This design comes from an exercise in tuning for small area on the open sky130 flow, not from production work. The RTL was checked by simulation tests, not by an equivalence proof against the original design. Power and IR drop assume default switching activity.

File: flow/flow/run.sh
#!/bin/bash
# Standard ORFS layout (the standard.sh, unchanged synthesis) with three
# layout choices made through ORFS's own variables:
#  - ports are buffered with the smallest buffer instead of the delay cell
#    buffer_ports picks by default (every port still gets its own buffer);
#  - clock tree without dummy loads, from small clock buffers;
#  - power recovery after global routing, which downsizes cells that have
#    timing slack.
# Each step's full log is in orfs/logs/; make's own output is in standard.log.
set -euo pipefail
export BUFFER_PORTS_ARGS="-buffer_cell sky130_fd_sc_hd__buf_1"
export CTS_ARGS="-sink_clustering_enable -repair_clock_nets -dont_use_dummy_load -buf_list {sky130_fd_sc_hd__clkbuf_4 sky130_fd_sc_hd__clkbuf_8}"
export RECOVER_POWER=100
bash standard.sh > standard.log 2>&1
File: flow/standard.sh
#!/bin/bash
# synth_recipe.tcl (not shown) runs the flow's synth.tcl, then flattens the netlist and writes it again
# the make line also repeats each setting of config.mk as NAME=value (left out here)
make -C /OpenROAD-flow-scripts/flow DESIGN_CONFIG=/design/flow/config.mk WORK_HOME=/design/flow/orfs CLKGATE_MAP_FILE= SYNTH_SCRIPT=/design/flow/synth_recipe.tcl "${@:-finish}"
File: flow/config.mk
export PLATFORM = sky130hd
export DESIGN_NAME = mips8_engine
export DESIGN_NICKNAME = mips8_engine
export VERILOG_FILES = /design/flow/design.v
export SDC_FILE = /design/flow/constraint.sdc
export NUM_CORES = 4
export LEC_CHECK = 0
export CAP_MARGIN = 20
export CORE_MARGIN = 2
export CORE_UTILIZATION = 55
export CTS_BUF_LIST = sky130_fd_sc_hd__clkbuf_4 sky130_fd_sc_hd__clkbuf_8
export SLEW_MARGIN = 20
File: flow/constraint.sdc
create_clock -name core_clock -period 11.0 [get_ports {clk}]
set_input_delay 2.2000 -clock core_clock [delete_from_list [all_inputs] [get_ports {clk}]]
set_output_delay 2.2000 -clock core_clock [all_outputs]
set_load 0.01 [all_outputs]
File: flow/design.v
module mips8_engine (
    input  wire        clk,
    input  wire        reset,
    input  wire        host_rf_we,
    input  wire [4:0]  host_rf_idx,
    input  wire [31:0] host_rf_wdata,
    input  wire        host_rf_wpresent,
    output wire [31:0] host_rf_rdata,
    output wire        host_rf_rpresent,
    output wire        imem_req,
    output wire [31:0] imem_addr,
    input  wire        imem_valid,
    input  wire [63:0] imem_data,
    output wire        dmem_re,
    output wire        dmem_we,
    output wire [31:0] dmem_addr,
    output wire [31:0] dmem_wdata,
    input  wire [31:0] dmem_rdata,
    input  wire        dmem_present,
    output wire [7:0]  report_occ,
    output wire        report_stall,
    output wire        finished,
    output wire [2:0]  fault_code,
    output wire [31:0] fault_value,
    output wire [63:0] fault_word
);
    localparam [2:0] F_NONE    = 3'd0;
    localparam [2:0] F_ILLEGAL = 3'd1;
    localparam [2:0] F_REGABS  = 3'd2;
    localparam [2:0] F_MEMABS  = 3'd3;
    localparam [2:0] F_FETCH   = 3'd4;
    function [31:0] add32;
        input [31:0] a;
        input [31:0] b;
        input        cin;
        reg   [31:0] g, p, G, P;
        integer i, d;
        begin
            g = a & b;
            p = a ^ b;
            G = g;
            P = p;
            G[0] = g[0] | (p[0] & cin);
            for (d = 1; d < 32; d = d * 2)
                for (i = 2 * d - 1; i < 32; i = i + 2 * d) begin
                    G[i] = G[i] | (P[i] & G[i - d]);
                    P[i] = P[i] & P[i - d];
                end
            for (d = 8; d >= 1; d = d / 2)
                for (i = 3 * d - 1; i < 32; i = i + 2 * d) begin
                    G[i] = G[i] | (P[i] & G[i - d]);
                    P[i] = P[i] & P[i - d];
                end
            add32 = p ^ {G[30:0], cin};
        end
    endfunction
    function [31:0] inc32;
        input [31:0] a;
        input        cin;
        reg   [31:0] P;
        integer i, d;
        begin
            P = a;
            P[0] = a[0] & cin;
            for (d = 1; d < 32; d = d * 2)
                for (i = 2 * d - 1; i < 32; i = i + 2 * d)
                    P[i] = P[i] & P[i - d];
            for (d = 8; d >= 1; d = d / 2)
                for (i = 3 * d - 1; i < 32; i = i + 2 * d)
                    P[i] = P[i] & P[i - d];
            inc32 = a ^ {P[30:0], cin};
        end
    endfunction
    reg [31:0] fptr;             
    reg        finished_r;
    reg [2:0]  fault_code_r;
    reg        if1_v;
    reg [63:0] if1_instr;
    reg        if2_v;
    reg [63:0] if2_instr;
    reg        id_v;
    reg        id_stall;
    reg        id_sub;
    reg        id_load;
    reg        id_store;
    reg        id_branch;
    reg        id_alu_reg;
    reg [4:0]  id_rs;
    reg [4:0]  id_rt;
    reg [4:0]  id_wreg;
    reg [31:0] id_imm;
    reg        ex_v;
    reg        ex_fw;            
    reg        ex_load;
    reg        ex_store;
    reg [4:0]  ex_wreg;
    reg [31:0] ex_alu;
    reg [31:0] ex_opval2;
    reg        m1_v, m2_v, m3_v;
    reg        m1_we, m2_we, m3_we;
    reg [4:0]  m1_wreg, m2_wreg, m3_wreg;
    reg [31:0] m1_val, m2_val, m3_val;
    wire running = !reset && !finished_r && (fault_code_r == F_NONE);
    wire wb_we = running && m3_v && m3_we;
    assign dmem_re    = running && ex_v && ex_load;
    assign dmem_we    = running && ex_v && ex_store;
    assign dmem_addr  = ex_alu;
    assign dmem_wdata = ex_opval2;
    wire mem_fault = dmem_re && !dmem_present;
    wire stall_cycle = id_v && id_stall;
    wire exec        = id_v && !id_stall;
    wire [4:0]  ra1 = finished_r ? host_rf_idx : id_rs;
    wire [31:0] rd1, rd2;
    wire        rp1, rp2;
    wire        rf_we = (reset && host_rf_we) || wb_we;
    wire [4:0]  rf_wa = reset ? host_rf_idx : m3_wreg;
    wire [32:0] rf_wd = reset ? {host_rf_wpresent, host_rf_wdata} : {1'b1, m3_val};
    mips8_rf u_rf (.clk(clk), .we(rf_we), .wa(rf_wa), .wd(rf_wd),
                   .ra1(ra1), .rd1({rp1, rd1}), .ra2(id_rt), .rd2({rp2, rd2}));
    assign host_rf_rdata    = rd1;
    assign host_rf_rpresent = rp1;
    function [32:0] fwd;             
        input [4:0]  r;
        input        p;
        input [31:0] v;
        reg h0, h1, h2, h3, s0, s1, s2, s3, s4;
        begin
            h0 = ex_v && ex_fw && ex_wreg == r;
            h1 = m1_v && m1_we && m1_wreg == r;
            h2 = m2_v && m2_we && m2_wreg == r;
            h3 = m3_v && m3_we && m3_wreg == r;
            s0 = h0;
            s1 = !h0 && h1;
            s2 = !h0 && !h1 && h2;
            s3 = !h0 && !h1 && !h2 && h3;
            s4 = !h0 && !h1 && !h2 && !h3;
            fwd = {!s4 || p,
                   (ex_alu & {32{s0}}) | (m1_val & {32{s1}}) | (m2_val & {32{s2}})
                 | (m3_val & {32{s3}}) | (v & {32{s4}})};
        end
    endfunction
    wire [32:0] fwd1 = fwd(id_rs, rp1, rd1);
    wire [32:0] fwd2 = fwd(id_rt, rp2, rd2);
    wire [31:0] opval1 = fwd1[31:0];
    wire [31:0] opval2 = fwd2[31:0];
    wire reg_fault1 = exec && !fwd1[32];
    wire reg_fault2 = exec && (id_alu_reg || id_store) && !fwd2[32];
    wire reg_fault  = reg_fault1 || reg_fault2;
    wire [31:0] alu_b   = id_alu_reg ? opval2 : id_imm;
    wire [31:0] alu_res = add32(opval1, alu_b ^ {32{id_sub}}, id_sub);
    wire        taken   = exec && id_branch && (opval2 != 32'd0);
    wire [7:0]  d_rd  = if2_instr[55:48];
    wire [7:0]  d_rs  = if2_instr[47:40];
    wire [7:0]  d_rt  = if2_instr[39:32];
    wire [31:0] d_imm = if2_instr[31:0];
    wire f_add_r = (if2_instr & 64'hFF00_0000_FFFF_FFFF) == 64'h0000_0000_0000_0000;
    wire f_add_l = (if2_instr & 64'hFF00_00FF_0000_0000) == 64'h0800_0000_0000_0000;
    wire f_sub_r = (if2_instr & 64'hFF00_0000_FFFF_FFFF) == 64'h1000_0000_0000_0000;
    wire f_sub_l = (if2_instr & 64'hFF00_00FF_0000_0000) == 64'h1800_0000_0000_0000;
    wire f_load  = (if2_instr & 64'hFFFF_0000_0000_0000) == 64'h2000_0000_0000_0000;
    wire f_store = (if2_instr & 64'hFFFF_0000_0000_0000) == 64'h3000_0000_0000_0000;
    wire f_bnz   = (if2_instr & 64'hFFFF_00FF_0000_0000) == 64'h4000_0000_0000_0000;
    wire d_arith   = f_add_r || f_add_l || f_sub_r || f_sub_l;
    wire d_reg2    = f_add_r || f_sub_r || f_store;
    wire d_uses_rt = f_add_r || f_sub_r || f_load || f_store;
    wire d_regs_ok = (d_rs[7:5] == 3'd0)
                  && (!d_arith   || d_rd[7:5] == 3'd0)
                  && (!d_uses_rt || d_rt[7:5] == 3'd0);
    wire d_legal   = (d_arith || f_load || f_store || f_bnz) && d_regs_ok;
    wire [4:0] d_wreg = f_load ? d_rt[4:0] : d_rd[4:0];
    wire       d_we   = d_arith || f_load;
    wire illegal_fault = !stall_cycle && running && if2_v && !d_legal;
    wire e_hit  = exec && id_load &&
                  (id_wreg == d_rs[4:0] || (d_reg2 && id_wreg == d_rt[4:0]));
    wire m1_hit = ex_v && ex_load &&
                  (ex_wreg == d_rs[4:0] || (d_reg2 && ex_wreg == d_rt[4:0]));
    wire d_stall = e_hit || m1_hit;
    wire        ill_r = (fault_code_r == F_ILLEGAL);
    wire [1:0]  poff  = ill_r ? {1'b0, if1_v} : ({1'b0, if1_v} + {1'b0, if2_v});
    wire [2:0]  plo   = {1'b0, fptr[1:0]} + {1'b0, ~poff};
    wire [31:0] pnot  = inc32({2'b00, ~fptr[31:2]}, ~plo[2]);
    wire [31:0] pcb   = {~pnot[29:0], plo[1:0]};
    wire [31:0] tgt   = add32(pcb, id_imm, 1'b0);
    wire [31:0] fp = taken ? tgt : fptr;
    assign imem_req  = running && !stall_cycle && !mem_fault && !reg_fault && !illegal_fault;
    assign imem_addr = fp;
    wire fetch_fault = imem_req && fp[31];
    wire fetch_ok    = !fp[31] && imem_valid;
    wire any_fault = mem_fault || reg_fault || illegal_fault || fetch_fault;
    wire advance   = running && !any_fault && !stall_cycle;
    assign report_stall  = running && stall_cycle;
    assign report_occ[0] = running && (stall_cycle ? if1_v : imem_valid);
    assign report_occ[1] = running && (stall_cycle ? if2_v : (if1_v && !taken));
    assign report_occ[2] = running && (stall_cycle ? 1'b1  : (if2_v && !taken));
    assign report_occ[3] = running && exec;
    assign report_occ[4] = running && ex_v;
    assign report_occ[5] = running && m1_v;
    assign report_occ[6] = running && m2_v;
    assign report_occ[7] = running && m3_v;
    assign finished    = finished_r;
    assign fault_code  = fault_code_r;
    assign fault_value = ill_r ? pcb : fptr;
    assign fault_word  = if2_instr;
    wire next_id_v  = if2_v && !taken;
    wire next_if2_v = if1_v && !taken;
    always @(posedge clk) begin
        if (reset) begin
            fault_code_r <= F_NONE;
            finished_r   <= 1'b0;
            fptr         <= 32'd0;
        end else if (running) begin
            if (mem_fault) begin
                fault_code_r <= F_MEMABS;
                fptr         <= ex_alu;
            end else if (reg_fault) begin
                fault_code_r <= F_REGABS;
                fptr         <= {27'd0, reg_fault1 ? id_rs : id_rt};
            end else if (illegal_fault) begin
                fault_code_r <= F_ILLEGAL;
            end else if (fetch_fault) begin
                fault_code_r <= F_FETCH;
                fptr         <= fp;
            end else if (!stall_cycle) begin
                fptr       <= inc32(fp, imem_valid);
                finished_r <= !fetch_ok && !m2_v && !m1_v && !ex_v && !exec
                              && !next_id_v && !next_if2_v;
            end
        end
    end
    always @(posedge clk) begin
        m3_v    <= !reset && m2_v;
        m3_we   <= m2_we;
        m3_wreg <= m2_wreg;
        m3_val  <= m2_val;
        m2_v    <= !reset && m1_v;
        m2_we   <= m1_we;
        m2_wreg <= m1_wreg;
        m2_val  <= m1_val;
        m1_v    <= !reset && ex_v;
        m1_we   <= ex_fw || ex_load;
        m1_wreg <= ex_wreg;
        m1_val  <= ex_load ? dmem_rdata : ex_alu;
        ex_v      <= !reset && exec;
        ex_fw     <= !(id_load || id_store || id_branch);
        ex_load   <= id_load;
        ex_store  <= id_store;
        ex_wreg   <= id_wreg;
        ex_alu    <= alu_res;
        ex_opval2 <= opval2;
    end
    always @(posedge clk) begin
        if (reset) begin
            if1_v <= 1'b0;
            if2_v <= 1'b0;
            id_v  <= 1'b0;
        end else if (advance) begin
            id_v  <= next_id_v;
            if2_v <= next_if2_v;
            if1_v <= imem_valid;
        end
    end
    wire if2_bad = if2_v && !d_legal;
    always @(posedge clk) begin
        if (!stall_cycle) begin
            id_sub     <= f_sub_r || f_sub_l;
            id_load    <= f_load;
            id_store   <= f_store;
            id_branch  <= f_bnz;
            id_alu_reg <= f_add_r || f_sub_r;
            id_rs      <= d_rs[4:0];
            id_rt      <= f_bnz ? d_rs[4:0] : d_rt[4:0];
            id_wreg    <= d_wreg;
            id_imm     <= d_imm;
            if1_instr  <= imem_data;
        end
        if (!stall_cycle && !if2_bad)
            if2_instr <= if1_instr;
        id_stall <= !stall_cycle && d_stall;
    end
endmodule
module mips8_rf (
    input  wire        clk,
    input  wire        we,
    input  wire [4:0]  wa,
    input  wire [32:0] wd,
    input  wire [4:0]  ra1,
    output wire [32:0] rd1,
    input  wire [4:0]  ra2,
    output wire [32:0] rd2
);
    reg [32:0] r [0:31];
    always @(posedge clk)
        if (we) r[wa] <= wd;
    wire [31:0] s1 = 32'd1 << ra1;
    wire [31:0] s2 = 32'd1 << ra2;
    reg  [32:0] o1, o2;
    integer i;
    always @* begin
        o1 = 33'd0;
        o2 = 33'd0;
        for (i = 0; i < 32; i = i + 1) begin
            o1 = o1 | (r[i] & {33{s1[i]}});
            o2 = o2 | (r[i] & {33{s2[i]}});
        end
    end
    assign rd1 = o1;
    assign rd2 = o2;
endmodule
==> results of run 1 <==
-- worst register-to-register path, delay by kind of cell, from the launching register on --
family          cells  cell delay, ns
compound gates     14            3.72
xor+xnor            4            0.74
fa+ha+maj           2            1.11
buf+inv             2            0.68
flops               1            0.87
simple gates        6            3.84
-- final cells by class --
class / instances / area, sq um / share of cell area, %
Tap cell: 1612 / 2017 / 2.738
Multi-Input combinational cell: 3133 / 23130 / 31.41
Timing Repair Buffer: 614 / 3010 / 4.087
Antenna cell: 43 / 107.6 / 0.1461
Clock buffer: 230 / 3166 / 4.297
Inverter: 135 / 506.7 / 0.6879
Sequential cell: 1466 / 41720 / 56.64
-- layout by cell type (no fill, tap or decap), types with 46 or more instances in the layout --
master	count
a221oi_1	175
buf_1	372
xor2_1	65
ha_1	92
nand4_1	153
nand2_1	222
clkbuf_8	230
a2111oi_0	55
a222oi_1	50
a21oi_1	112
clkbuf_1	64
a22o_1	139
xnor2_1	88
edfxtp_1	1236
buf_4	175
nand3_1	194
inv_1	132
mux2_1	46
and3_1	270
dfxtp_1	230
o21ai_0	102
nor2_4	55
a22oi_1	505
nor2_1	155
-- timing repair --
action / in CTS / in global routing
endpoints found under the setup margin: 0 / 2
setup buffers: 0 / 0
gates resized for setup: 0 / 3
-- logic make-up (layout without fill, tap and decap cells) --
kind of cell,count (synthesis),after routing,share of synthesized area (%)
buffers and inverters,502,979,3.034
AND/OR/NAND/NOR,1351,1351,11.05
XOR/XNOR,153,153,2.024
flip-flops,1466,1466,63.03
AO/OA/AOI/OAI,1380,1380,16.10
multiplexers,124,124,2.034
adder cells (fa/ha/maj),125,125,2.737
other,0,43,0
-- routing by layer --
metal / share of wire [%] / global-route usage [%] / vias to the layer above / routed length [microns]
met5: 0.32 / 3.257 / - / 1054
met4: 9.3 / 38.85 / 36 / 30990
met3: 19 / 28.09 / 2052 / 61610
met2: 39 / 70.24 / 6666 / 130400
met1: 33 / 63.72 / 27750 / 108000
li1: - / - / 21440 / -
-- how the worst min path moves through the flow --
stage	startpoint	endpoint	slack, ns	cells past startpoint
final	m2_val[30]	m3_val[30]	0.33	0
after global routing	m2_val[30]	m3_val[30]	0.33	0
after CTS	m2_val[30]	m3_val[30]	0.33	0
after detailed placement	m1_val[26]	m2_val[26]	0.36	0
after global placement	m2_val[17]	m3_val[17]	0.35	0
after floorplan	m1_val[10]	m2_val[10]	0.35	0
-- power by group --
group | switching (mW) | internal, mW
sequential | 0.580 | 6.75
combinational | 1.89 | 0.727
clock | 2.03 | 1.82
total | 4.50 | 9.30
==> results.json, run 1 <==
{
  "outcome": "finished with violations",
  "violations": "max-capacitance violations, max-slew violations, negative setup slack",
  "synth-seq-cells": 1466,
  "synth_cell_type_count": 89,
  "track_usage_pct": 52.63,
  "hold_ws_ns": 0.3268,
  "finalHoldViolations": 0,
  "synth_enable_flop_cells": 1236,
  "critPathCaptureType": "primary output",
  "htree_levels": 4,
  "path_clk_slew_ns": 0.06,
  "antenna_found_initial": 43,
  "syn-mean-instance-area_sq_um": 12.98,
  "fin_crit_ns": 11.44,
  "cp_cell_sequence": "buf_4 -> nand2_1 -> nor2_1 -> buf_4 -> a22oi_1 -> and4_1 -> a31oi_1 -> a211oi_1 -> clkbuf_1 -> nand4_1 -> nor3_1 -> buf_4 -> a31o_2 -> buf_4 -> o21ai_0 -> buf_1",
  "fin_area_sq_mm": 0.07366,
  "syn-cell-area_sq_mm": 0.06619,
  "wl_mm": 332.1,
  "required_ns": 8.80,
  "maxCapViolations": 47,
  "yosysTopAreaCellShare_pct": 56.07,
  "synth_warnings": 2,
  "crit_cells": 16,
  "dpl_cell_area_sq_mm": 0.07068,
  "vdd_ir_drop_max_mv": 0.1506,
  "top_register": "u_rf.r",
  "fin_util_pct": 61.56,
  "viasPerCell": 8.011,
  "clockBufferDepth": 3,
  "r2r-end": "ex_alu[31]",
  "first_pass_iters": 22,
  "num_vias": 57940,
  "ys_async_sr_fraction_pct": 0,
  "area_delta_synth_final_pct": 11.28,
  "synthesis.nets": 5365,
  "hp-class": "reg2reg",
  "synthTopCellsByArea": "edfxtp_1 56%, dfxtp_1 7.0%, a22oi_1 5.8%",
  "cp.arrival_ns": 9.24,
  "skew_ns": 0.1127,
  "stdcell_count": 7233,
  "place.gp.congestion": 1.025,
  "core_area_sq_mm": 0.1197,
  "numCtsBuffers": 230,
  "max_stage_delay_ns": 2.68,
  "fin_tns_setup_ns": -5.731,
  "p_per_area_mw_per_mm2": 187.3,
  "critPathLaunch": "id_rt[0]",
  "crit_family": "simple AND/OR/NAND/NOR gates",
  "portBuffers": 379,
  "cts.hold.buffers_added": 0,
  "ant_nets": 0,
  "finalNetCount": 5844,
  "crit_type": "reg2out",
  "grt_pass1_wl_mm": 438.3,
  "drc_errors": 0,
  "relSlewSlack_pct": -243.3,
  "drive_gt1_share_pct": 10.52,
  "max_freq_mhz": 87.43,
  "fillers": 9575,
  "dp_hpwl_mm": 205.0,
  "setup_violations": 32,
  "slowest_stage": "nor2_1",
  "pre_cts_slack_ns": 1.033,
  "dp_cells": 6960,
  "critPathMostFrequentCell": "buf_4",
  "die_y_microns": 350.9,
  "yosysMostFrequentCell": "edfxtp_1",
  "largest_register_ffs": 1056,
  "reg2regPathDepth": 28,
  "cts_tree": "yes",
  "startpoint_type": "flop",
  "post-route-period-util_pct": 104.0,
  "power_mw": 13.80,
  "p_leak_nw": 25.63,
  "r2r_slack_ns": -0.13,
  "rows": 127,
  "rsz0062_at_grt": "false",
  "syn_inst": 5101,
  "drv_slew": 1505,
  "worst_slew_pin_slew_ns": 5.150,
  "io_pins": 380,
  "synthFlopType": "edfxtp_1",
  "crit_end": "imem_addr[13]",
  "die_area_sq_mm": 0.1231,
  "layout_setup_ws_ns": -0.4375,
  "grt-ovfl-total": 0,
  "critPathMaxFanout": 26,
  "initialDrtViolationCount": 13180,
  "die_x_microns": 350.9,
  "synthTopCellsByCount": "1236 x edfxtp_1, 508 x a22oi_1, 282 x clkbuf_1, 271 x and3_1, 233 x nor2_1",
  "cts-root-buf": "clkbuf_8",
  "clkSinkCount": 1466,
  "synth_top_cell_by_area": "edfxtp_1",
  "worstReg2RegStart": "id_rt[0]",
  "avgRoutedWirePerCell_microns": 45.91,
  "grt_max_degree": 65,
  "critPathBufInv": 6,
  "reg.largest.list": "u_rf.r (1056), if1_instr (64), if2_instr (64)",
  "start_util_pct": 55.32,
  "ys_seq_area_share_pct": 63.03,
  "clk-insertion-delay-late_ns": 1.02,
  "grt_pass1_vias": 52890
}
==> run 2: changes to the inputs <==
==> flow/flow/run.sh (replaced) <==
#!/bin/bash
# Standard ORFS layout (the standard.sh, unchanged synthesis) with two
# layout choices made through ORFS's own variables:
#  - ports are buffered with the smallest buffer instead of the delay cell
#    buffer_ports picks by default (every port still gets its own buffer);
#  - clock tree without dummy loads, from clkbuf_8 buffers, with up to 12
#    flip-flops per leaf buffer.
# Each step's full log is in orfs/logs/; make's own output is in standard.log.
set -euo pipefail
export BUFFER_PORTS_ARGS="-buffer_cell sky130_fd_sc_hd__buf_1"
export CTS_ARGS="-sink_clustering_enable -repair_clock_nets -dont_use_dummy_load -sink_clustering_size 12 -sink_clustering_max_diameter 50 -buf_list {sky130_fd_sc_hd__clkbuf_8}"
bash standard.sh > standard.log 2>&1
--- a/flow/config.mk
+++ b/flow/config.mk
@@ -8,5 +8,5 @@
 export CAP_MARGIN = 20
 export CORE_MARGIN = 2
-export CORE_UTILIZATION = 55
-export CTS_BUF_LIST = sky130_fd_sc_hd__clkbuf_4 sky130_fd_sc_hd__clkbuf_8
+export CORE_UTILIZATION = 45
+export CTS_BUF_LIST = sky130_fd_sc_hd__clkbuf_8
 export SLEW_MARGIN = 20
==> run 2 against run 1 <==
Net effect:
- now clean on timing, DRC and antenna
- critical endpoint is now imem_addr[12]
- setup slack better by 0.74 ns
- first-iteration DRC count fell by 14%
- core utilization shrank 11 points
- clock power down 16%
- flip-flop and latch count unchanged
- area after synthesis unchanged
==> results.json, run 2 <==
{
  "htree_levels": 4,
  "seqPwrFrac_pct": 55.5,
  "fin_tns_setup_ns": 0,
  "grt_pass1_wl_mm": 449.3,
  "grtUsageMet1_pct": 53.47,
  "cts-root-buf": "clkbuf_8",
  "wl_mm": 337.8,
  "avgRoutedWirePerCell_microns": 45.41,
  "dp_hpwl_mm": 210.8,
  "critPathMaxFanout": 70,
  "power_mw": 13.22,
  "drc_errors": 0,
  "initialDrtViolationCount": 11280,
  "grt_pass1_vias": 52460,
  "ys_seq_area_share_pct": 63.03,
  "rsz0062_at_grt": "false",
  "synth_cell_type_count": 89,
  "required_ns": 8.80,
  "largest_register_ffs": 1056,
  "synthTopCellsByCount": "1236 x edfxtp_1, 508 x a22oi_1, 282 x clkbuf_1, 271 x and3_1, 233 x nor2_1",
  "power.net_switching_mw": 4.434,
  "final_cell_mix": "1236 x edfxtp_1, 505 x a22oi_1, 378 x buf_1, 270 x and3_1, 229 x dfxtp_1",
  "grt-ovfl-total": 0,
  "post-route-period-util_pct": 97.21,
  "die_y_microns": 387.5,
  "drv_slew": 0,
  "syn-cell-area_sq_mm": 0.06619,
  "synth_top_cell_by_area": "edfxtp_1",
  "portBuffers": 379,
  "crit_family": "simple AND/OR/NAND/NOR gates",
  "first_pass_iters": 12,
  "final_common_cell": "edfxtp_1",
  "numCtsBuffers": 163,
  "synth_enable_flop_cells": 1236,
  "cts.hold.buffers_added": 0,
  "ant_nets": 0,
  "critPathCaptureType": "primary output",
  "antenna_found_initial": 30,
  "drive_gt1_share_pct": 11.40,
  "gr-usage-met2_pct": 62.68,
  "syn-mean-instance-area_sq_um": 12.98,
  "crit_type": "reg2out",
  "slowest_stage": "a221oi_1",
  "p_per_area_mw_per_mm2": 180.3,
  "ys_async_sr_fraction_pct": 0,
  "maxCapViolations": 0,
  "power.share.combinational_pct": 20.1,
  "path_clk_slew_ns": 0.09,
  "area_delta_synth_final_pct": 10.78,
  "synth-seq-cells": 1466,
  "grt_busiest_layer": "met2",
  "fin_crit_ns": 10.69,
  "pwr-share-clk_pct": 24.4,
  "fillers": 12720,
  "grt_max_degree": 71,
  "synthFlopType": "edfxtp_1",
  "finalHoldViolations": 0,
  "clk-insertion-delay-late_ns": 0.96,
  "synthTopCellsByArea": "edfxtp_1 56%, dfxtp_1 7.0%, a22oi_1 5.8%",
  "fin_util_pct": 50.25,
  "synth_warnings": 2,
  "core_area_sq_mm": 0.1459,
  "gr-usage-met3_pct": 18.63,
  "cp_cell_sequence": "nand2b_1 -> nor2_2 -> buf_4 -> a22o_1 -> nor3_1 -> nand4_1 -> a221oi_1 -> nand4_1 -> nor3_2 -> a31o_2 -> buf_4 -> mux2i_1 -> buf_1",
  "setup_violations": 0,
  "fin_area_sq_mm": 0.07333,
  "max_freq_mhz": 93.52,
  "reg.largest.list": "u_rf.r (1056), if1_instr (64), if2_instr (64)",
  "critPathBufInv": 3,
  "place.gp.congestion": 0.9849,
  "max_stage_delay_ns": 1.08,
  "cts_tree": "yes",
  "startpoint_type": "flop",
  "num_vias": 56240,
  "viasPerCell": 7.561,
  "clkSinkCount": 1466,
  "yosysTopAreaCellShare_pct": 56.07,
  "start_util_pct": 45.37,
  "vdd_ir_drop_max_mv": 0.1062,
  "syn_inst": 5101,
  "swShare_pct": 33.53,
  "p_leak_nw": 25.35,
  "finalNetCount": 5765,
  "top_register": "u_rf.r",
  "die_area_sq_mm": 0.1502,
  "power.internal_mw": 8.790,
  "skew_ns": 0.1251,
  "io_pins": 380,
  "yosysMostFrequentCell": "edfxtp_1",
  "hp-class": "reg2reg",
  "synthesis.nets": 5365,
  "relSlewSlack_pct": 18.01,
  "worst_slew_pin_slew_ns": 1.229,
  "track_usage_pct": 43.68,
  "outcome": "no timing/DRC/antenna violations",
  "cp.arrival_ns": 8.49,
  "clockBufferDepth": 3,
  "rows": 140,
  "dpl_cell_area_sq_mm": 0.07099,
  "die_x_microns": 387.5
}
[run 2: layout make-up]
class	instances	area [sq um]	share of cell area, %
sequential	1466	41720	56.90
multi-input combinational	3133	23250	31.71
timing repair buffer	602	3154	4.302
tap	1917	2399	3.271
clock buffer	163	2243	3.059
inverter	135	506.7	0.6910
antenna	22	55.05	0.07508
[run 2: power by group through the flow]
stage,sequential [mW],combinational (mW),clock (mW)
floorplan,7.10,1.33,0
global placement,7.41,2.50,0
detailed placement,7.40,2.52,0
CTS,7.29,2.52,3.21
global route,7.34,2.76,3.41
finish,7.34,2.66,3.22
[run 2: final timing paths]
check	cells after the start	from	slack [ns]	endpoint
max reg2reg	28	id_rt[4]	1.48	ex_alu[31]
min	0	m1_val[16]	0.34	m2_val[16]
max	13	id_rt[0]	0.31	imem_addr[12]
min reg2reg	0	m1_val[16]	0.34	m2_val[16]
[run 2: worst register-to-register path: cells and delay by family (launching register included)]
family | cells | cell delay (ns)
buffers and inverters | 2 | 0.87
XOR/XNOR | 4 | 0.69
AND/OR/NAND/NOR | 6 | 1.58
adder cells (fa/ha/maj) | 2 | 0.99
flip-flops | 1 | 0.83
AO/OA/AOI/OAI | 14 | 4.45
[run 2: per-stage QoR]
stage                     hold WS (ns)  setup slack (ns)  std cells
after detailed placement        0.3583            0.9516       7253
after CTS                       0.3389            0.3185       7416
after global placement          0.3525            0.9975       7252
after global routing            0.3504           0.02932       7419
final                           0.3377            0.3070       7438
after floorplan                 0.3465             1.842       5101
[run 2: routing by layer]
layer  part of all wire [%]  vias up
met4                    8.3       22
met1                     34    27540
met2                     41     5841
li1                       -    21240
met5                  0.044        -
met3                     16     1598
[run 2: cells by family after synthesis]
| logic type | count (synthesis) | share of synthesized area (%) |
|---|---|---|
| fa+ha+maj | 125 | 2.737 |
| compound gates | 1380 | 16.10 |
| flops | 1466 | 63.03 |
| xor+xnor | 153 | 2.024 |
| buf+inv | 502 | 3.034 |
| simple gates | 1351 | 11.05 |
| mux | 124 | 2.034 |
[run 2: timing repair]
item / CTS / global route
resized for setup: 0 / 6
setup endpoints to repair: 0 / 2
buffers inserted: 0 / 0
==> run 3: changes to the inputs <==
==> flow/flow/run.sh (replaced) <==
#!/bin/bash
# Standard ORFS layout (the standard.sh, unchanged synthesis) with two
# layout choices made through ORFS's own variables:
#  - ports are buffered with the smallest buffer instead of the delay cell
#    buffer_ports picks by default (every port still gets its own buffer);
#  - clock tree without dummy loads, from clkbuf_8 buffers, with up to 16
#    flip-flops per leaf buffer.
# Each step's full log is in orfs/logs/; make's own output is in standard.log.
set -euo pipefail
export BUFFER_PORTS_ARGS="-buffer_cell sky130_fd_sc_hd__buf_1"
export CTS_ARGS="-sink_clustering_enable -repair_clock_nets -dont_use_dummy_load -sink_clustering_size 16 -sink_clustering_max_diameter 60 -buf_list {sky130_fd_sc_hd__clkbuf_8}"
bash standard.sh > standard.log 2>&1
==> run 3 against run 2 <==
Net effect:
- combinational power barely moved
- wire length barely moved
- sequential share of layout area rose by 0.34 points
- hold slack improved by 0.0029 ns
- area after synthesis did not move
- synthesized cell count did not move
==> results.json, run 3 <==
{
  "portBuffers": 379,
  "antenna_found_initial": 29,
  "ys_async_sr_fraction_pct": 0,
  "dp_hpwl_mm": 210.8,
  "synth-seq-cells": 1466,
  "required_ns": 8.80,
  "worst_slew_pin_slew_ns": 1.209,
  "power_mw": 12.88,
  "die_area_sq_mm": 0.1502,
  "setup_violations": 0,
  "relSlewSlack_pct": 19.24,
  "synthesis.nets": 5365,
  "synthTopCellsByCount": "1236 x edfxtp_1, 508 x a22oi_1, 282 x clkbuf_1, 271 x and3_1, 233 x nor2_1",
  "synth_cell_type_count": 89,
  "yosysMostFrequentCell": "edfxtp_1",
  "syn_inst": 5101,
  "hold_ws_ns": 0.3406,
  "startpoint_type": "flop",
  "numCtsBuffers": 130,
  "first_pass_iters": 9,
  "vdd_ir_drop_max_mv": 0.09402,
  "start_util_pct": 45.37,
  "grt_pass1_vias": 51980,
  "track_usage_pct": 43.57,
  "cts-root-buf": "clkbuf_8",
  "viasPerCell": 7.598,
  "slowest_stage": "a221oi_1",
  "wl_mm": 337.5,
  "critPathMostFrequentCell": "buf_4",
  "dpl_cell_area_sq_mm": 0.07099,
  "cts_tree": "yes",
  "place.gp.congestion": 0.9849,
  "path_clk_slew_ns": 0.10,
  "synth_warnings": 2,
  "cp.arrival_ns": 8.50,
  "area_delta_synth_final_pct": 10.12,
  "critPathBufInv": 4,
  "avgRoutedWirePerCell_microns": 45.55,
  "largest_register_ffs": 1056,
  "num_vias": 56300,
  "yosysTopAreaCellShare_pct": 56.07,
  "critPathCaptureType": "primary output",
  "crit_family": "simple AND/OR/NAND/NOR gates",
  "p_per_area_mw_per_mm2": 176.7,
  "critPathMaxFanout": 70,
  "drive_gt1_share_pct": 10.88,
  "maxCapViolations": 0,
  "fin_tns_setup_ns": 0,
  "reg.largest.list": "u_rf.r (1056), if1_instr (64), if2_instr (64)",
  "grt-ovfl-total": 0,
  "rsz0062_at_grt": "false",
  "fin_util_pct": 49.96,
  "syn-cell-area_sq_mm": 0.06619,
  "initialDrtViolationCount": 11790,
  "ant_nets": 0,
  "top_register": "u_rf.r",
  "stdcell_count": 7410,
  "pre_cts_slack_ns": 0.9516,
  "die_y_microns": 387.5,
  "finalHoldViolations": 0,
  "clockBufferDepth": 3,
  "cts_setup_buffers": 0,
  "rows": 140,
  "crit_type": "reg2out",
  "synthTopCellsByArea": "edfxtp_1 56%, dfxtp_1 7.0%, a22oi_1 5.8%",
  "io_pins": 380,
  "skew_ns": 0.1080,
  "synth_enable_flop_cells": 1236,
  "final_common_cell": "edfxtp_1",
  "fin_crit_ns": 10.70,
  "max_freq_mhz": 93.49,
  "final_cell_mix": "1236 x edfxtp_1, 505 x a22oi_1, 378 x buf_1, 270 x and3_1, 229 x dfxtp_1",
  "synthFlopType": "edfxtp_1",
  "htree_levels": 4,
  "outcome": "no timing/DRC/antenna violations",
  "finalNetCount": 5733,
  "fin_area_sq_mm": 0.07289,
  "grt_pass1_wl_mm": 448.1,
  "core_area_sq_mm": 0.1459,
  "drv_slew": 0,
  "clkSinkCount": 1466,
  "die_x_microns": 387.5,
  "drc_errors": 0,
  "post-route-period-util_pct": 97.24,
  "grt_max_degree": 71,
  "syn-mean-instance-area_sq_um": 12.98,
  "ys_seq_area_share_pct": 63.03,
  "clk-insertion-delay-late_ns": 0.96,
  "layout_setup_ws_ns": 0.3039,
  "cp_cell_sequence": "buf_4 -> and4b_1 -> buf_4 -> and3_1 -> a2111o_1 -> nor3_1 -> nand4_1 -> a221oi_1 -> nand4_1 -> nor3_2 -> a31o_2 -> buf_4 -> mux2i_1 -> buf_1",
  "p_leak_nw": 25.12,
  "dp_cells": 7253,
  "hp-class": "reg2reg",
  "max_stage_delay_ns": 1.14,
  "synth_top_cell_by_area": "edfxtp_1"
}
[run 3: changes by cell type in the layout (fill, tap and decap cells not counted)]
cell      delta
clkbuf_8    -33
diode_2      +4
clkbuf_4     +1
[run 3: layer usage]
layer	up-vias	routed length [microns]	GRT usage, %
li1	21180	-	-
met3	1598	53050	18.25
met5	-	430	1.340
met4	20	28090	29.42
met2	5842	139900	62.37
met1	27660	116100	53.43
[run 3: layout make-up]
cell class | count | area (sq um)
fillers | 12780 | 73020
flip-flops and latches | 1466 | 41720
multi-input cells | 3133 | 23250
repair buffers | 603 | 3162
well taps | 1917 | 2399
clock buffers | 130 | 1789
inverters | 135 | 506.7
diodes | 26 | 65.06
[run 3: logic make-up (layout without fill, tap and decap cells)]
group | after synthesis | count (layout) | synth area share [%]
compound gates | 1380 | 1380 | 16.10
other cells | 0 | 26 | 0
mux | 124 | 124 | 2.034
buf+inv | 502 | 868 | 3.034
flops | 1466 | 1466 | 63.03
simple gates | 1351 | 1351 | 11.05
xor+xnor | 153 | 153 | 2.024
fa+ha+maj | 125 | 125 | 2.737
[run 3: repair_timing]
action	in CTS	in global routing
hold buffers	0	0
setup endpoints to repair	0	2
gates resized for setup	0	6
[run 3: path summary, 6_finish.rpt]
kind / startpoint / to / slack [ns] / depth (start not counted)
hold / removal: m2_val[21] / m3_val[21] / 0.34 / 0
setup / recovery: id_rt[3] / imem_addr[12] / 0.30 / 14
hold reg to reg: m2_val[21] / m3_val[21] / 0.34 / 0
setup reg to reg: id_rt[4] / ex_alu[31] / 1.46 / 28
[run 3: power breakdown]
| part | switching, mW | internal, mW |
|---|---|---|
| sequential | 0.608 | 6.72 |
| combinational | 1.90 | 0.754 |
| clock | 1.84 | 1.06 |
==> run 4: changes to the inputs <==
--- a/flow/design.v
+++ b/flow/design.v
@@ -178,8 +178,9 @@
     wire        ill_r = (fault_code_r == F_ILLEGAL);
     wire [1:0]  poff  = ill_r ? {1'b0, if1_v} : ({1'b0, if1_v} + {1'b0, if2_v});
-    wire [2:0]  plo   = {1'b0, fptr[1:0]} + {1'b0, ~poff};
-    wire [31:0] pnot  = inc32({2'b00, ~fptr[31:2]}, ~plo[2]);
-    wire [31:0] pcb   = {~pnot[29:0], plo[1:0]};
-    wire [31:0] tgt   = add32(pcb, id_imm, 1'b0);
+    wire [31:0] padd  = ill_r ? 32'd0 : id_imm;
+    wire [31:0] pm    = {30'h3FFF_FFFF, ~poff};              
+    wire [31:0] cs_s  = fptr ^ padd ^ pm;
+    wire [31:0] cs_c  = (fptr & padd) | (fptr & pm) | (padd & pm);
+    wire [31:0] tgt   = add32(cs_s, {cs_c[30:0], 1'b0}, 1'b0);
     wire [31:0] fp = taken ? tgt : fptr;
     assign imem_req  = running && !stall_cycle && !mem_fault && !reg_fault && !illegal_fault;
@@ -200,5 +201,5 @@
     assign finished    = finished_r;
     assign fault_code  = fault_code_r;
-    assign fault_value = ill_r ? pcb : fptr;
+    assign fault_value = ill_r ? tgt : fptr;
     assign fault_word  = if2_instr;
     wire next_id_v  = if2_v && !taken;
==> flow/flow/run.sh (replaced) <==
#!/bin/bash
# Standard ORFS layout (the standard.sh, unchanged synthesis) with two
# layout choices made through ORFS's own variables:
#  - ports are buffered with the smallest buffer instead of the delay cell
#    buffer_ports picks by default (every port still gets its own buffer);
#  - clock tree without dummy loads, from clkbuf_8 buffers, with up to 14
#    flip-flops per leaf buffer.
# Each step's full log is in orfs/logs/; make's own output is in standard.log.
set -euo pipefail
export BUFFER_PORTS_ARGS="-buffer_cell sky130_fd_sc_hd__buf_1"
export CTS_ARGS="-sink_clustering_enable -repair_clock_nets -dont_use_dummy_load -sink_clustering_size 14 -sink_clustering_max_diameter 60 -buf_list {sky130_fd_sc_hd__clkbuf_8}"
bash standard.sh > standard.log 2>&1
==> run 4 against run 3 <==
Net effect:
- critical path type unchanged
- setup slack improved by 0.093 ns
- register-to-register slack got worse by 0.43 ns
- highest routed layer unchanged
- largest power group unchanged
- still clean on timing, DRC and antenna
- sequential power fell by 1%
==> results.json, run 4 <==
{
  "outcome": "no timing/DRC/antenna violations",
  "max_freq_mhz": 94.31,
  "wl_mm": 336.2,
  "p_per_area_mw_per_mm2": 177.1,
  "synthTopCellsByArea": "edfxtp_1 56%, dfxtp_1 6.9%, a22oi_1 5.5%",
  "critPathMaxFanout": 71,
  "syn-mean-instance-area_sq_um": 12.90,
  "critPathBufInv": 4,
  "synth_warnings": 2,
  "cts-root-buf": "clkbuf_8",
  "pwr-share-clk_pct": 22.7,
  "critPathMostFrequentCell": "buf_4",
  "drive_gt1_share_pct": 11.05,
  "final_common_cell": "edfxtp_1",
  "power.net_switching_mw": 4.372,
  "synthTopCellsByCount": "1236 x edfxtp_1, 485 x a22oi_1, 300 x and3_1, 269 x clkbuf_1, 237 x nor2_1",
  "post-route-period-util_pct": 96.39,
  "cp_cell_sequence": "buf_4 -> or3b_1 -> nor2_2 -> buf_4 -> a22oi_1 -> and3_1 -> a31oi_1 -> a211oi_1 -> nand4_1 -> nor4_4 -> a31oi_4 -> buf_4 -> nor3b_1 -> or2_2 -> buf_1",
  "numCtsBuffers": 138,
  "swShare_pct": 33.66,
  "critPathCaptureType": "primary output",
  "io_pins": 380,
  "viasPerCell": 7.599,
  "seqPwrFrac_pct": 55.8,
  "clkSinkCount": 1466,
  "synthFlopType": "edfxtp_1",
  "ys_async_sr_fraction_pct": 0,
  "syn-cell-area_sq_mm": 0.06649,
  "relSlewSlack_pct": 18.84,
  "finalNetCount": 5807,
  "start_util_pct": 45.14,
  "portBuffers": 379,
  "yosys.area_share.simple_pct": 11.48,
  "cts.hold.buffers_added": 0,
  "clockBufferDepth": 3,
  "max_stage_delay_ns": 1.07,
  "crit_family": "simple AND/OR/NAND/NOR gates",
  "avgRoutedWirePerCell_microns": 44.96,
  "die_x_microns": 388.4,
  "synthesis.nets": 5430,
  "pre_cts_slack_ns": 0.8211,
  "first_pass_iters": 12,
  "track_usage_pct": 43.33,
  "yosysTopAreaCellShare_pct": 55.82,
  "required_ns": 8.80,
  "die_y_microns": 388.4,
  "p_leak_nw": 25.33,
  "fin_util_pct": 49.79,
  "initialDrtViolationCount": 13990,
  "dp_hpwl_mm": 207.7,
  "synth_fa_ha_area_share_pct": 2.950,
  "synth_compound_area_share_pct": 15.68,
  "syn_inst": 5154,
  "drc_errors": 0,
  "path_clk_slew_ns": 0.09,
  "muxShareOfSynthArea_pct": 2.079,
  "grt-ovfl-total": 0,
  "synth-seq-cells": 1466,
  "grt_pass1_vias": 52540,
  "die_area_sq_mm": 0.1509,
  "rows": 141,
  "hp-class": "reg2reg",
  "num_vias": 56820,
  "crit_type": "reg2out",
  "post_cts_resized": 0,
  "setup_violations": 0,
  "skew_ns": 0.09711,
  "synth_cell_type_count": 93,
  "grt_max_degree": 116,
  "yosysMostFrequentCell": "edfxtp_1",
  "place.gp.congestion": 1.009,
  "top_register": "u_rf.r",
  "cp.arrival_ns": 8.40,
  "final_cell_mix": "1236 x edfxtp_1, 483 x a22oi_1, 378 x buf_1, 299 x and3_1, 229 x dfxtp_1",
  "drv_slew": 0,
  "synth_top_family_by_area": "compound AO/OA/AOI/OAI gates",
  "ys_seq_area_share_pct": 62.74,
  "grt_pass1_wl_mm": 448.3,
  "reg.largest.list": "u_rf.r (1056), if1_instr (64), if2_instr (64)",
  "vdd_ir_drop_max_mv": 0.1186,
  "startpoint_type": "flop",
  "synth_enable_flop_cells": 1236,
  "rsz0062_at_grt": "false",
  "stdcell_count": 7477,
  "cts_setup_buffers": 0,
  "cts_tree": "yes",
  "power_mw": 12.99,
  "r2r_slack_ns": 1.03,
  "fin_crit_ns": 10.60,
  "core_area_sq_mm": 0.1473,
  "htree_levels": 4,
  "dp_cells": 7320,
  "slowest_stage": "edfxtp_1",
  "ant_nets": 0,
  "worst_slew_pin_slew_ns": 1.212,
  "fin_tns_setup_ns": 0,
  "power.internal_mw": 8.617,
  "clk-insertion-delay-late_ns": 0.91,
  "synth_top_cell_by_area": "edfxtp_1",
  "layout_setup_ws_ns": 0.3971,
  "area_delta_synth_final_pct": 10.30,
  "synth_xor_area_share_pct": 1.818,
  "maxCapViolations": 0,
  "power.share.combinational_pct": 21.5,
  "antenna_found_initial": 30,
  "finalHoldViolations": 0,
  "largest_register_ffs": 1056
}
## run 4: cell types whose count changed after synthesis, sizes merged, moves of 13 or more
| cell | previous run | this run |
|---|---|---|
| a21oi | 123 | 85 |
| a221oi | 175 | 159 |
| a222oi | 50 | 66 |
| a22oi | 508 | 485 |
| and3 | 272 | 300 |
| and4 | 39 | 23 |
| clkbuf | 282 | 269 |
| inv | 135 | 177 |
| mux2 | 84 | 99 |
| mux2i | 40 | 26 |
| nand3 | 194 | 219 |
| xor2 | 65 | 52 |
## run 4: stage by stage
step	cell area (sq um)	hold WS, ns
6_report	73340	0.3554
5_1_grt	73320	0.3726
4_1_cts	73260	0.3550
3_5_place_dp	71360	0.3373
3_3_place_gp	71350	0.3315
2_1_floorplan	66490	0.3306
## run 4: cell type report
| type | instances | area [sq um] |
|---|---|---|
| multi-input combinational | 3148 | 23420 |
| timing repair buffer | 600 | 3177 |
| antenna | 18 | 45.04 |
| clock buffer | 138 | 1899 |
| sequential | 1466 | 41720 |
| fill | 12940 | 73970 |
| tap | 1930 | 2415 |
| inverter | 177 | 664.4 |
## run 4: cells by family (layout without fill, tap and decap cells)
group                      Yosys count  count (layout)
DFF                               1466            1466
adders and majority gates          137             137
AOI/OAI and AO/OA                 1336            1336
buffers and inverters              540             915
other                                0              18
and+or+nand+nor                   1412            1412
xor gates and xnor gates           138             138
muxes                              125             125
## run 4: power groups by stage
stage	combinational [mW]	sequential, mW	clock, mW
floorplan	1.32	7.10	0
global placement	2.63	7.33	0
detailed placement	2.63	7.33	0
CTS	2.64	7.21	2.94
global route	2.87	7.26	3.13
finish	2.79	7.25	2.95
## run 4: worst paths after layout
kind,start,end,cells past startpoint
setup / recovery,id_rt[3],imem_addr[31],15
hold / removal,m2_we,m3_we,0
setup reg to reg,id_rt[0],fptr[31],29
hold reg to reg,m2_we,m3_we,0
## run 4: worst reg2reg max path: cells and delay by family (launching register included)
kind,cells,cell delay (ns)
mux,2,0.51
fa+ha+maj,3,0.57
compound gates,6,1.98
buf+inv,3,0.82
flops,1,0.80
simple gates,15,5.08
## run 4: layer usage
layer	share of wire (%)	global-route usage (%)	up-vias
li1	-	-	21350
met1	35	57.19	27800
met2	40	59.50	6142
met3	17	16.39	1508
met4	8.5	27.87	18
met5	0.076	0.1914	-

re-timing with driven ports:
How much do the figures lean on ideal ports? The routed layouts below were timed once more, with nothing changed but the port constraints.
Step 1: set_driving_cell puts a clkbuf_16 on clk and a buf_2 on each other input, an assumption about the parent block.
Step 2 adds t to the input delays and takes it off the output delays; t is the mean of the earliest and latest rising clock arrival at the registers after step 1. Input paths then give back, and output paths get back, about the clock's delay inside the block.
Three values: ideal ports, drivers, drivers and shift; two values: the first two.
run | t (ns) | setup slack, ns | worst setup path after step 2
run 1 | 1.044 | -0.437 / -0.519 / -1.204 | input to register
run 2 | 0.987 | 0.307 / 0.228 / 0.778 | input to register
run 3 | 0.991 | 0.304 / 0.231 / 0.851 | input to register
run 4 | 0.958 | 0.397 / 0.312 / 0.624 | input to register
For run 1, which loses most, drivers alone change the setup slack by -0.082 ns; drivers and shift together by -0.767 ns.
